From an optimization exercise on the open Yosys and OpenROAD flow, aimed at small area; shortcuts taken in it are not production practice.
Only simulation tests tie the RTL to the original design; equivalence was not proved.
Power and IR drop assume default switching activity.

==> flow/design.v <==
module mvn_cpu (
    input  wire        clk,
    input  wire        rst,
    output reg         mem_req,
    output reg         mem_we,
    output reg  [11:0] mem_addr,
    output reg  [7:0]  mem_wdata,
    input  wire        mem_ready,
    input  wire [7:0]  mem_rdata,
    output wire        in_ready,
    input  wire        in_valid,
    input  wire [11:0] in_data,
    output wire        out_valid,
    output wire [11:0] out_data,
    output wire        halted,
    input  wire        resume,
    output wire        done,
    output wire        faulted,
    output wire [3:0]  fault_code,
    output wire [12:0] pc_o,
    output wire [11:0] ac_o
);
    localparam [3:0] OP_JMP = 4'h0, OP_JZ = 4'h1, OP_JN = 4'h2, OP_LV = 4'h3,
                     OP_ADD = 4'h4, OP_SUB = 4'h5, OP_MUL = 4'h6, OP_DIV = 4'h7,
                     OP_LD  = 4'h8, OP_MM  = 4'h9, OP_SC  = 4'hA, OP_RS  = 4'hB,
                     OP_HM  = 4'hC, OP_GD  = 4'hD, OP_PD  = 4'hE, OP_OS  = 4'hF;
    localparam [4:0] S_CLR   = 5'd0,   
                     S_FETCH = 5'd1,   
                     S_X1    = 5'd2,   
                     S_RDL   = 5'd3,   
                     S_OPA   = 5'd4,   
                     S_MUL   = 5'd5,   
                     S_DIV   = 5'd6,   
                     S_WR    = 5'd7,   
                     S_COPY  = 5'd8,   
                     S_HALT  = 5'd9,
                     S_GD    = 5'd10,
                     S_NEGF  = 5'd11,  
                     D_0 = 5'h10, D_5 = 5'h15, D_6 = 5'h16, D_7 = 5'h17, D_8 = 5'h18, D_9 = 5'h19;
    reg  [4:0]  st;
    reg  [3:0]  ph;       
    reg  [11:0] P;        
    reg  [11:0] A;        
    reg  [11:0] O;        
    reg  [11:0] T;        
    reg  [3:0]  OP;       
    reg         c;        
    reg         pcc;      
    reg         f;        
    reg         neg;      
    wire clr   = (st == S_CLR);
    wire fetch = (st == S_FETCH);
    wire x1    = (st == S_X1);
    wire rdl   = (st == S_RDL);
    wire opa   = (st == S_OPA);
    wire mulp  = (st == S_MUL);
    wire divp  = (st == S_DIV);
    wire wr    = (st == S_WR);
    wire cpy   = (st == S_COPY);
    wire halt  = (st == S_HALT);
    wire gd    = (st == S_GD);
    wire negf  = (st == S_NEGF);
    wire ph0   = (ph == 4'd0);
    wire ph11  = (ph == 4'd11);
    wire ph12  = (ph == 4'd12);
    wire ph15  = (ph == 4'd15);
    wire phhi  = ph[3] & ph[2];           
    wire it0   = (OP[3:1] == 3'b011) && (OP[0] == divp);
    wire it11  = divp ? (OP == 4'hA) : (OP == 4'h4);
    wire opr_fff  = &O;
    wire opr_zero = ~|O;
    wire ac_zero  = ~|A;
    wire t_zero   = ~|T;
    wire op_jmp = (OP == OP_JMP);
    wire op_jz  = (OP == OP_JZ);
    wire op_jn  = (OP == OP_JN);
    wire op_lv  = (OP == OP_LV);
    wire op_add = (OP == OP_ADD);
    wire op_sub = (OP == OP_SUB);
    wire op_mul = (OP == OP_MUL);
    wire op_div = (OP == OP_DIV);
    wire op_ld  = (OP == OP_LD);
    wire op_mm  = (OP == OP_MM);
    wire op_sc  = (OP == OP_SC);
    wire op_rs  = (OP == OP_RS);
    wire op_hm  = (OP == OP_HM);
    wire op_gd  = (OP == OP_GD);
    wire op_pd  = (OP == OP_PD);
    wire op_os  = (OP == OP_OS);
    wire memop = (OP[3:2] == 2'b01) || (OP[3:2] == 2'b10);
    wire rdw   = (OP[3:2] == 2'b01) || op_ld || op_rs;
    wire x1m   = x1 && !phhi;              
    wire mb = mem_rdata[{ph[2] & !x1, ph[1:0]}];
    always @(*) begin
        mem_addr = fetch ? {P[10:0], !ph[3]} : O;
        mem_req  = (fetch && !P[11]) || (x1 && phhi && rdw) || (rdl && !ph[3]) ||
                   (wr && (ph15 || ph12));
        mem_we   = wr;
        if (op_sc)
            mem_wdata = ph[0] ? {3'b000, P[11:7]} : {P[6:0], 1'b0};
        else
            mem_wdata = ph[0] ? {{4{A[11]}}, A[11:8]} : A[7:0];
    end
    wire go = !(mem_req && !mem_ready);
    wire negc  = ph0 ? A[11] : neg;              
    wire rnn   = it0 || A[0];                    
    wire subc  = ph0 ? (rnn ^ T[11]) : f;        
    wire mbit  = ph0 ? A[0] : f;                 
    reg x, ys, inv, c0;
    always @(*) begin
        x = 1'b0; ys = 1'b0; inv = 1'b0; c0 = 1'b0;
        if (fetch || negf) begin
            ys = A[0]; inv = neg; c0 = neg;
        end else if (x1) begin
            if (op_lv) x = O[0];
            else begin x = !op_gd && O[0]; c0 = rdw; end    
        end else if (rdl) begin
            ys = A[0]; inv = negc; c0 = negc;
        end else if (opa) begin
            x = !op_ld && A[0]; ys = T[0]; inv = op_sub; c0 = op_sub;
        end else if (mulp) begin
            x  = !it0 && O[1];
            ys = mbit && T[0];
        end else if (divp) begin
            x  = ph0 ? A[11] : pcc;
            ys = T[0]; inv = subc; c0 = subc;
        end else if (wr) begin
            x = O[0]; c0 = 1'b1;                     
        end
    end
    wire y   = ys ^ inv;
    wire ci  = ph0 ? c0 : c;
    wire sum = x ^ y ^ ci;
    wire co  = (x & y) | (ci & (x ^ y));
    wire hain = cpy ? ((op_rs ? T[1] : O[1]) && !ph11) : (P[0] && !clr);
    wire pci  = ph0 ? (x1 || (cpy && op_sc)) : pcc;
    wire psum = hain ^ pci;
    wire taken = op_jmp || op_hm || (op_jz && ac_zero) || (op_jn && A[11]);
    wire pdsh = x1 && op_pd && (ph15 || (!phhi && !ph11));    
    wire shA = (clr && !phhi) || ((fetch || negf) && !phhi) ||
               pdsh ||
               (x1m && (op_lv || op_gd)) || (rdl && op_div) || opa ||
               (mulp && ph0) || (divp && !ph0);
    wire ldA = gd && in_valid;
    wire shP = ((clr || x1) && !phhi) || cpy;
    wire shO = fetch || (x1m && !op_pd) || pdsh ||
               mulp || divp || (wr && !phhi) || cpy;
    wire shT = (x1 && phhi && rdw) || rdl || opa || mulp || divp || cpy;
    wire sinO = fetch ? OP[0] : (x1 && op_pd) ? A[0] : (x1m || wr || mulp || divp) ? sum : O[0];
    wire sinT = (x1 || (rdl && !ph[3])) ? mb : T[0];
    wire sinA = (divp || (x1 && op_pd)) ? A[0] : sum;
    wire a0n  = (divp && ph11) ? !sum : A[1];
    assign in_ready   = gd;
    assign out_valid  = x1 && ph11 && op_pd;
    assign out_data   = O;
    assign halted     = halt;
    assign done       = st[4];
    assign faulted    = |st[3:0];
    assign fault_code = st[3:0];
    assign pc_o       = {P, 1'b0};
    assign ac_o       = A;
    always @(posedge clk) begin
        if (go) begin
            c   <= co;
            pcc <= divp ? (!it0 && O[0]) : (hain & pci);
            if (x1 && ph12)          f <= (mem_rdata[7:4] != 4'd0);
            else if (mulp && ph0)    f <= A[0];
            else if (divp && ph0)    f <= subc;
            if (clr || (fetch && ph15))  neg <= 1'b0;
            else if (x1 && ph15)         neg <= memop && opr_fff;    
            else if (rdl && ph0 && op_div) neg <= A[11];
            else if (divp && ph11 && it11) neg <= neg ^ T[0];    
            if (shP) P <= {psum, P[11:1]};
            if (shO) O <= {sinO, O[11:1]};
            if (shT) T <= {sinT, T[11:1]};
            if (fetch || ((mulp || divp) && ph11)) OP <= {fetch ? mb : OP[0] ^ OP[1], OP[3:1]};
            if (shA || ldA) A <= {sinA, A[11:2], a0n} | ({12{ldA}} & in_data);
        end
    end
    always @(posedge clk) begin
        if (rst) begin
            st <= S_CLR;
            ph <= 4'd0;
        end else if (go) begin
            ph <= ph + 4'd1;
            case (st)
                S_CLR, S_OPA: begin
                    if (ph11) begin ph <= 4'd0; st <= S_FETCH; end
                end
                S_NEGF: begin
                    if (ph11) st <= D_7;
                end
                S_FETCH: begin
                    if (ph15) begin
                        ph <= 4'd12;
                        st <= P[11] ? D_6 : S_X1;
                    end
                end
                S_X1: begin
                    if (ph11) begin
                        ph <= 4'd0;
                        if (neg) st <= D_6;
                        else if (memop) begin
                            if (rdw) st <= S_RDL;
                            else if (op_sc && O[1]) st <= D_5;
                            else begin st <= S_WR; ph <= 4'd15; end
                        end else if (op_jmp || op_jz || op_jn || op_hm) begin
                            if (!taken) st <= S_FETCH;
                            else if (!O[1]) st <= S_COPY;
                            else if (op_hm) st <= S_HALT;
                            else st <= D_5;
                        end else if (op_gd) st <= S_GD;
                        else if (op_os) st <= opr_zero ? D_0 : D_9;
                        else st <= S_FETCH;
                    end
                end
                S_RDL: begin
                    if (ph11) begin
                        ph <= 4'd0;
                        if (op_mul) st <= S_MUL;
                        else if (op_div) st <= t_zero ? S_NEGF : S_DIV;
                        else if (op_rs) st <= f ? D_8 : T[1] ? D_5 : S_COPY;
                        else st <= S_OPA;
                    end
                end
                S_MUL, S_DIV: begin
                    if (ph11) begin
                        ph <= 4'd0;
                        if (it11) st <= S_FETCH;
                    end
                end
                S_WR: begin
                    if (ph12) begin
                        ph <= 4'd0;
                        st <= op_sc ? S_COPY : S_FETCH;
                    end
                end
                S_COPY: begin
                    if (ph11) begin
                        ph <= 4'd0;
                        st <= op_hm ? S_HALT : S_FETCH;
                    end
                end
                S_HALT: begin
                    ph <= 4'd0;
                    if (resume) st <= O[0] ? D_5 : S_FETCH;
                end
                S_GD: begin
                    ph <= 4'd0;
                    if (in_valid) st <= S_FETCH;
                end
                default: ph <= 4'd0;    
            endcase
        end
    end
endmodule
==> flow/config.mk <==
export PLATFORM = sky130hd
export DESIGN_NAME = mvn_cpu
export DESIGN_NICKNAME = mvn_cpu
export VERILOG_FILES = /design/flow/design.v
export SDC_FILE = /design/flow/constraint.sdc
export NUM_CORES = 4
export LEC_CHECK = 0
export ABC_AREA = 1
export CAP_MARGIN = 20
export CORE_MARGIN = 2
export CORE_UTILIZATION = 25
export PLACE_DENSITY = 0.5
export SLEW_MARGIN = 20
==> flow/constraint.sdc <==
create_clock -name core_clock -period 10.0 [get_ports {clk}]
set_input_delay 2.0000 -clock core_clock [delete_from_list [all_inputs] [get_ports {clk}]]
set_output_delay 2.0000 -clock core_clock [all_outputs]
set_load 0.01 [all_outputs]
standard.sh (not shown) runs the stock make flow with config.mk's settings and CLKGATE_MAP_FILE= SYNTH_SCRIPT=/design/flow/synth_recipe.tcl, a recipe that flattens the netlist after the stock synthesis.
==> flow/flow/run.sh <==
#!/bin/bash
# Standard ORFS flow with three changes:
#  - the ABC script used for ABC_AREA=1 is replaced by flow/abc_area.script
#    (area-only mapping; registers come from the unchanged dfflibmap step);
#  - port buffers use sky130_fd_sc_hd__buf_1;
#  - clock tree synthesis runs with the arguments in flow/cts_args.txt
#    (smaller clock buffers, no dummy loads).
set -euo pipefail
rm -rf scripts_mod
cp -r "$FLOW_HOME/scripts" scripts_mod
cp flow/abc_area.script scripts_mod/abc_area.script
export SCRIPTS_DIR="$PWD/scripts_mod"
export BUFFER_PORTS_ARGS="-buffer_cell sky130_fd_sc_hd__buf_1"
export CTS_ARGS="$(cat flow/cts_args.txt)"
bash standard.sh "SCRIPTS_DIR=$PWD/scripts_mod" \
  "BUFFER_PORTS_ARGS=-buffer_cell sky130_fd_sc_hd__buf_1" \
  "CTS_ARGS=$CTS_ARGS" finish > standard_run.log 2>&1
==> flow/flow/abc_area.script <==
strash
&get -n
&fraig -x
&put
strash
dc2
strash
&get -n
&dch -f
&nf -a
&put
topo
==> flow/flow/cts_args.txt <==
-sink_clustering_enable -repair_clock_nets -dont_use_dummy_load -buf_list sky130_fd_sc_hd__clkbuf_8 -root_buf sky130_fd_sc_hd__clkbuf_8 -sink_clustering_size 24 -sink_clustering_max_diameter 150
The first run completed with no timing, DRC or antenna violations.
Change:
--- a/flow/design.v
+++ b/flow/design.v
@@ -36,19 +36,21 @@
                      S_HALT  = 5'd9,
                      S_GD    = 5'd10,
                      S_NEGF  = 5'd11,  
                      D_0 = 5'h10, D_5 = 5'h15, D_6 = 5'h16, D_7 = 5'h17, D_8 = 5'h18, D_9 = 5'h19;
     reg  [4:0]  st;
     reg  [3:0]  ph;       
+    reg  [3:0]  it;       
     reg  [11:0] P;        
     reg  [11:0] A;        
     reg  [11:0] O;        
     reg  [11:0] T;        
     reg  [3:0]  OP;       
     reg         c;        
     reg         pcc;      
+    reg         dly;      
     reg         f;        
     reg         neg;      
     wire clr   = (st == S_CLR);
     wire fetch = (st == S_FETCH);
     wire x1    = (st == S_X1);
     wire rdl   = (st == S_RDL);
@@ -62,14 +64,14 @@
     wire negf  = (st == S_NEGF);
     wire ph0   = (ph == 4'd0);
     wire ph11  = (ph == 4'd11);
     wire ph12  = (ph == 4'd12);
     wire ph15  = (ph == 4'd15);
     wire phhi  = ph[3] & ph[2];           
-    wire it0   = (OP[3:1] == 3'b011) && (OP[0] == divp);
-    wire it11  = divp ? (OP == 4'hA) : (OP == 4'h4);
+    wire it0   = (it == 4'd0);
+    wire it11  = (it == 4'd11);
     wire opr_fff  = &O;
     wire opr_zero = ~|O;
     wire ac_zero  = ~|A;
     wire t_zero   = ~|T;
     wire op_jmp = (OP == OP_JMP);
     wire op_jz  = (OP == OP_JZ);
@@ -119,13 +121,13 @@
         end else if (opa) begin
             x = !op_ld && A[0]; ys = T[0]; inv = op_sub; c0 = op_sub;
         end else if (mulp) begin
             x  = !it0 && O[1];
             ys = mbit && T[0];
         end else if (divp) begin
-            x  = ph0 ? A[11] : pcc;
+            x  = ph0 ? A[11] : dly;
             ys = T[0]; inv = subc; c0 = subc;
         end else if (wr) begin
             x = O[0]; c0 = 1'b1;                     
         end
     end
     wire y   = ys ^ inv;
@@ -159,31 +161,33 @@
     assign fault_code = st[3:0];
     assign pc_o       = {P, 1'b0};
     assign ac_o       = A;
     always @(posedge clk) begin
         if (go) begin
             c   <= co;
-            pcc <= divp ? (!it0 && O[0]) : (hain & pci);
+            pcc <= hain & pci;
+            dly <= !it0 && O[0];
             if (x1 && ph12)          f <= (mem_rdata[7:4] != 4'd0);
             else if (mulp && ph0)    f <= A[0];
             else if (divp && ph0)    f <= subc;
             if (clr || (fetch && ph15))  neg <= 1'b0;
             else if (x1 && ph15)         neg <= memop && opr_fff;    
             else if (rdl && ph0 && op_div) neg <= A[11];
             else if (divp && ph11 && it11) neg <= neg ^ T[0];    
             if (shP) P <= {psum, P[11:1]};
             if (shO) O <= {sinO, O[11:1]};
             if (shT) T <= {sinT, T[11:1]};
-            if (fetch || ((mulp || divp) && ph11)) OP <= {fetch ? mb : OP[0] ^ OP[1], OP[3:1]};
+            if (fetch) OP <= {mb, OP[3:1]};
             if (shA || ldA) A <= {sinA, A[11:2], a0n} | ({12{ldA}} & in_data);
         end
     end
     always @(posedge clk) begin
         if (rst) begin
             st <= S_CLR;
             ph <= 4'd0;
+            it <= 4'd0;
         end else if (go) begin
             ph <= ph + 4'd1;
             case (st)
                 S_CLR, S_OPA: begin
                     if (ph11) begin ph <= 4'd0; st <= S_FETCH; end
                 end
@@ -223,12 +227,13 @@
                         else st <= S_OPA;
                     end
                 end
                 S_MUL, S_DIV: begin
                     if (ph11) begin
                         ph <= 4'd0;
+                        it <= it11 ? 4'd0 : it + 4'd1;
                         if (it11) st <= S_FETCH;
                     end
                 end
                 S_WR: begin
                     if (ph12) begin
                         ph <= 4'd0;
Cell count stays flat.
Sequential power stays flat.
Power goes down by 18%.
Clock-buffer cell count stays the same.
Cell area is higher by 3.4%.
Routed wire length increases by 7.5%.
Sequential share of layout area climbs by 0.95 points.

[what the ideal ports hide]
The results above use ideal ports. As a check the final layouts listed here were re-extracted and re-timed, cells and wires unchanged. Step 1: set_driving_cell puts a clkbuf_16 on clk and a buf_2 on each other input, an assumption about the parent block. Step 2 moves the port delays by t, midway between the first and last clock arrival at a register: inputs arrive t later, outputs are due t later. That takes back most of the time a late clock gives input paths. Slacks: ideal / step 1 / step 2; pairs: ideal / step 1.
| run | t, ns | slack for setup (ns) | worst hold slack (ns) | worst setup path after step 2 | worst slew at a driven data input, ns |
|---|---|---|---|---|---|
| the first run | 0.389 | 5.095 / 5.060 / 5.449 | 0.453 / 0.453 / 0.453 | register to output | 0.03 |
| the second run | 0.393 | 5.254 / 5.220 / 5.613 | 0.444 / 0.444 / 0.444 | register to output | 0.03 |
After both steps every run listed still meets setup and hold.
